From an optimization exercise on the open Yosys and OpenROAD flow, aimed at small area, a short achievable clock period and few clock cycles per item; shortcuts taken in it are not production practice. In this exercise RTL edits were held to simulation tests only and were not proved equivalent to the original.

==> flow/design.v <==
module hsl_conv (
    input  wire       clk,
    input  wire       rst,
    input  wire       in_valid,
    output wire       in_ready,
    input  wire [7:0] in_r,
    input  wire [7:0] in_g,
    input  wire [7:0] in_b,
    output reg        out_valid,
    output reg  [8:0] out_hue,
    output reg  [9:0] out_sat,
    output reg  [9:0] out_light
);
    assign in_ready = 1'b1;
    wire [7:0] mx = (in_r >= in_g) ? ((in_r >= in_b) ? in_r : in_b)
                                   : ((in_g >= in_b) ? in_g : in_b);
    wire [7:0] mn = (in_r <= in_g) ? ((in_r <= in_b) ? in_r : in_b)
                                   : ((in_g <= in_b) ? in_g : in_b);
    wire [7:0] d  = mx - mn;
    wire [8:0] s  = {1'b0, mx} + {1'b0, mn};
    wire [18:0] l_num = 19'd1000 * s + 19'd255;
    wire [8:0]  sden  = (s <= 9'd255) ? s : (9'd510 - s);
    wire [18:0] s_num = 19'd2000 * d + sden;
    wire [9:0]  s_den = {sden, 1'b0};
    reg  [10:0] k;
    always @(*) begin
        if (mx == in_r) begin
            if (in_g >= in_b) k = {3'b0, in_g - in_b};
            else              k = 11'd6 * d - (in_b - in_g);
        end else if (mx == in_g) begin
            k = 11'd2 * d + in_b - in_r;
        end else begin
            k = 11'd4 * d + in_r - in_g;
        end
    end
    wire [17:0] h_num = 18'd120 * k + d;
    wire [8:0]  h_den = {d, 1'b0};
    reg        v1;
    reg        gray1;
    reg [18:0] l_num1;
    reg [18:0] s_num1;
    reg [9:0]  s_den1;
    reg [17:0] h_num1;
    reg [8:0]  h_den1;
    always @(posedge clk) begin
        if (rst) begin
            v1 <= 1'b0;
        end else begin
            v1 <= in_valid;
        end
        gray1  <= (d == 8'd0);
        l_num1 <= l_num;
        s_num1 <= s_num;
        s_den1 <= s_den;
        h_num1 <= h_num;
        h_den1 <= h_den;
    end
    wire [18:0] light_q = l_num1 / 19'd510;
    wire [18:0] sat_q   = gray1 ? 19'd0 : s_num1 / s_den1;
    wire [17:0] hue_q   = gray1 ? 18'd0 : h_num1 / h_den1;
    wire [8:0]  hue_w   = (hue_q[8:0] == 9'd360) ? 9'd0 : hue_q[8:0];
    always @(posedge clk) begin
        if (rst) begin
            out_valid <= 1'b0;
        end else begin
            out_valid <= v1;
        end
        out_hue   <= hue_w;
        out_sat   <= sat_q[9:0];
        out_light <= light_q[9:0];
    end
endmodule
==> flow/run.sh <==
#!/bin/bash
# synth_recipe.tcl (not shown) runs the flow's synth.tcl, then flattens the netlist and writes it again
# the make line also repeats each setting of config.mk as NAME=value (left out here)
make -C /OpenROAD-flow-scripts/flow DESIGN_CONFIG=/design/flow/config.mk WORK_HOME=/design/flow/orfs CLKGATE_MAP_FILE= SYNTH_SCRIPT=/design/flow/synth_recipe.tcl finish
==> flow/config.mk <==
export PLATFORM = sky130hd
export DESIGN_NAME = hsl_conv
export DESIGN_NICKNAME = hsl_conv
export VERILOG_FILES = /design/flow/design.v
export SDC_FILE = /design/flow/constraint.sdc
export NUM_CORES = 4
export LEC_CHECK = 0
export CAP_MARGIN = 20
export CORE_MARGIN = 2
export CORE_UTILIZATION = 40
export SLEW_MARGIN = 20
==> flow/constraint.sdc <==
create_clock -name core_clock -period 35.0 [get_ports {clk}]
set_input_delay 7.0000 -clock core_clock [delete_from_list [all_inputs] [get_ports {clk}]]
set_output_delay 7.0000 -clock core_clock [all_outputs]
set_load 0.01 [all_outputs]
==> flow_summary.toml <==
[sta]
finalHoldViolCount = 0
period_minus_slack_ns = 33.14
fin_setup_tns_ns = 0
final.setup_skew_ns = 0.0166
period_share_pct = 94.7
max-slew-margin-rel_pct = 30.9
tightest_slew_ns = 1.02
fmax_mhz = 30.2
drv_slew = 0
hold_ws_ns = 0.441
fin_ws_ns = 1.86
finalSetupViolations = 0

[drt]
num_vias = 24500
drcViolationCount = 0
route.antenna.remaining_nets = 0
wirelength_um = 70400
first_iter_violations = 1492
firstDrtPassIters = 6
vias_per_cell = 5.73
avgRoutedWirePerCell_um = 16.4

[clock_tree]
clk_pin_slew_worst_paths_ns = 0.08
cts_root_buf = "clkbuf_16"
clkLatencyLatePin_ns = 0.40
cts_tree = "done"
cts_sinks = 94
cts_buffer_depth = 2
h-tree-depth = 3
cts-buffers-inserted = 9

[floorplanning]
rows = 92
start_util_pct = 40.6
dieArea_um2 = 66100
fp.dieH_um = 257
core-area_um2 = 63200
io_pins = 58
fp.dieW_um = 257

[synth]
synth_edf_count = 0
synth_most_common_cell = "ha_1"
synthArstFlopShare_pct = 0
syn_area_um2 = 25600
ys_ff_latch = 94
yosys_warnings = 1
synthDistinctLibCells = 116
synth_ff_type = "dfxtp_1"
ys_seq_area_share_pct = 7.34
synthTopCellsByCount = "ha_1, inv_1, nor2_1, a21oi_1, nand2_1"
yosysTopAreaCell = "ha_1"
synthTopCellsByArea = "ha_1, dfxtp_1, fa_1"
synth_cells = 3316
syn_nets = 3866
synth.top_cell.area_share_pct = 21.1
avgSynthCellArea_um2 = 7.73

[global_routing]
overflow = 0
grt_pass1_vias = 23100
antenna_found_initial = 0
grt_util_all_layers_pct = 20.8
grt_max_degree = 19
grt_pass1_wl_um = 115000

[worst_setup_path]
reg2reg_to = "out_sat[0]$_SDFF_PP0_"
crit_type = "register to register"
cp-startpoint = "s_num1[0]$_DFF_P_"
worst_path_max_delay_cell = "or3b_2"
cp_slowest_stage_delay_ns = 0.47
start_kind = "register"
critPathMaxFanout = 14
critPathCapture = "out_sat[0]$_SDFF_PP0_"
cp.required_ns = 35.28
reg2regPathDepth = 173
cp_data_arrival_time_ns = 33.42
rrSetupSlack_ns = 1.86
reg2reg_from = "s_num1[0]$_DFF_P_"
cp-end-kind = "register"
crit_top_cell = "o21a_1"

[run_status]
run_status = "finished clean"

[finish]
drive_above_1_share_pct = 12.4
antenna_cells = 0
layout.nets = 3980
area_growth_pct = 12.5

[worst_hold_path]
hold_path_class = "register to register"

[flow_run]
drv_cap = 0

[place]
dp_hpwl_um = 57100
io_buffers = 56
post-place-ws_ns = -0.526
routabilityCongestion = 0.909
==> metrics by stage <==
stage / util, % / instances / instance area [µm²]
after floorplan: - / 3316 / 25600
after global placement: 43.6 / 4219 / 27500
after detailed placement: 43.6 / 4219 / 27500
after CTS: 44.2 / 4235 / 27900
after global routing: 45.6 / 4281 / 28800
final: 45.6 / 4281 / 28800
==> critical path: cells and delay by family (launching register included) <==
family                     cells  cell delay (ns)
AOI/OAI and AO/OA            103            18.62
adders and majority gates     18             5.23
buffers and inverters          8             1.03
DFF                            1             0.37
muxes                          5             1.54
and+or+nand+nor               39             6.28
==> layout by cell type (no fill, tap or decap), drive strengths merged, types with 13 or more instances in the layout <==
master,instances
o211ai,30
clkdlybuf4s50,56
ha,432
a31oi,32
dfxtp,94
a21oi,259
o21a,132
or3,29
or2,32
nand2,193
nor3,152
o22ai,17
nand4,49
inv,276
o21ai,140
o21bai,59
buf,136
fa,91
mux2,68
xor2,69
xnor2,162
a21boi,13
nor2b,28
o2111ai,13
nor2,271
mux2i,32
and2,24
nor4,28
o31ai,56
a211oi,34
and3,27
nand3,72
nand2b,27
a31o,15
a21o,69
==> worst min path at each step <==
stage / start / endpoint / slack [ns] / cells past startpoint
6_report: v1$_SDFF_PP0_ / out_valid$_SDFF_PP0_ / 0.44 / 1
5_1_grt: v1$_SDFF_PP0_ / out_valid$_SDFF_PP0_ / 0.46 / 1
4_1_cts: v1$_SDFF_PP0_ / out_valid$_SDFF_PP0_ / 0.45 / 1
3_5_place_dp: v1$_SDFF_PP0_ / out_valid$_SDFF_PP0_ / 0.43 / 1
3_3_place_gp: v1$_SDFF_PP0_ / out_valid$_SDFF_PP0_ / 0.42 / 1
2_1_floorplan: v1$_SDFF_PP0_ / out_valid$_SDFF_PP0_ / 0.41 / 1
==> logic make-up after synthesis <==
family / synth area share, %
AO/OA/AOI/OAI: 27.4
XOR/XNOR: 8.08
adder cells (fa/ha/maj): 28.2
buffers and inverters: 5.66
flip-flops: 7.34
multiplexers: 4.24
other: 0.0146
AND/OR/NAND/NOR: 19.1
==> state kept, by name, indices dropped and copies added (netlist names) <==
signal / cells
gray1: 1
h_den1: 5
h_num1: 17
l_num1: 16
out_hue: 9
out_light: 10
out_sat: 10
out_valid: 1
s_den1: 5
s_num1: 19
v1: 1
==> metal layers <==
metal | up-vias | routed length [µm] | GRT usage [%]
met3 | 82 | 2650 | 1.89
met1 | 11500 | 34600 | 28.7
met2 | 527 | 31900 | 34.7
met5 | - | 0 | 0
met4 | 0 | 1260 | 5.02
li1 | 12500 | - | -
==> area by class of cell <==
cell class	count	area [µm²]
Inverter	275	1040
Timing Repair Buffer	192	1590
Fill cell	6317	34400
Clock inverter	7	143
Clock buffer	9	225
Sequential cell	94	1880
Multi-Input combinational cell	2858	22900
Tap cell	846	1060
==> repair_timing <==
item / in CTS / in global routing
gates resized for setup: 9 / 138
cloned: 0 / 2
hold buffers: 0 / 0
pin swaps: 0 / 30
setup buffers: 0 / 44
setup endpoints to repair: 6 / 8
Testbench counts, summed over its fixed seeds: cycles 8,016, items 8,000.

==> what the ideal ports hide <==
In the flow no input, the clock included, has a driving cell. The finished layout below was timed again as built, in two steps. Step 1 (the two cells are an assumption about what drives the block):
set clk [get_ports {clk}]
set_driving_cell -lib_cell sky130_fd_sc_hd__clkbuf_16 $clk
set_driving_cell -lib_cell sky130_fd_sc_hd__buf_2 [delete_from_list [all_inputs] $clk]
Step 2 adds t to the input delays and takes it off the output delays; t is the mean of the earliest and latest rising clock arrival at the registers after step 1. Input paths then give back, and output paths get back, about the clock's delay inside the block. Slacks: ideal ports / drivers / drivers and shift; pairs: ideal ports / drivers.
shift t [ns]: 0.444
setup slack, ns: 1.856 / 1.856 / 1.856
hold slack, ns: 0.441 / 0.441 / 0.441
After both steps this run still meets setup and hold. For this run, drivers alone change the setup slack by 0.000 ns; drivers and shift together by 0.000 ns.
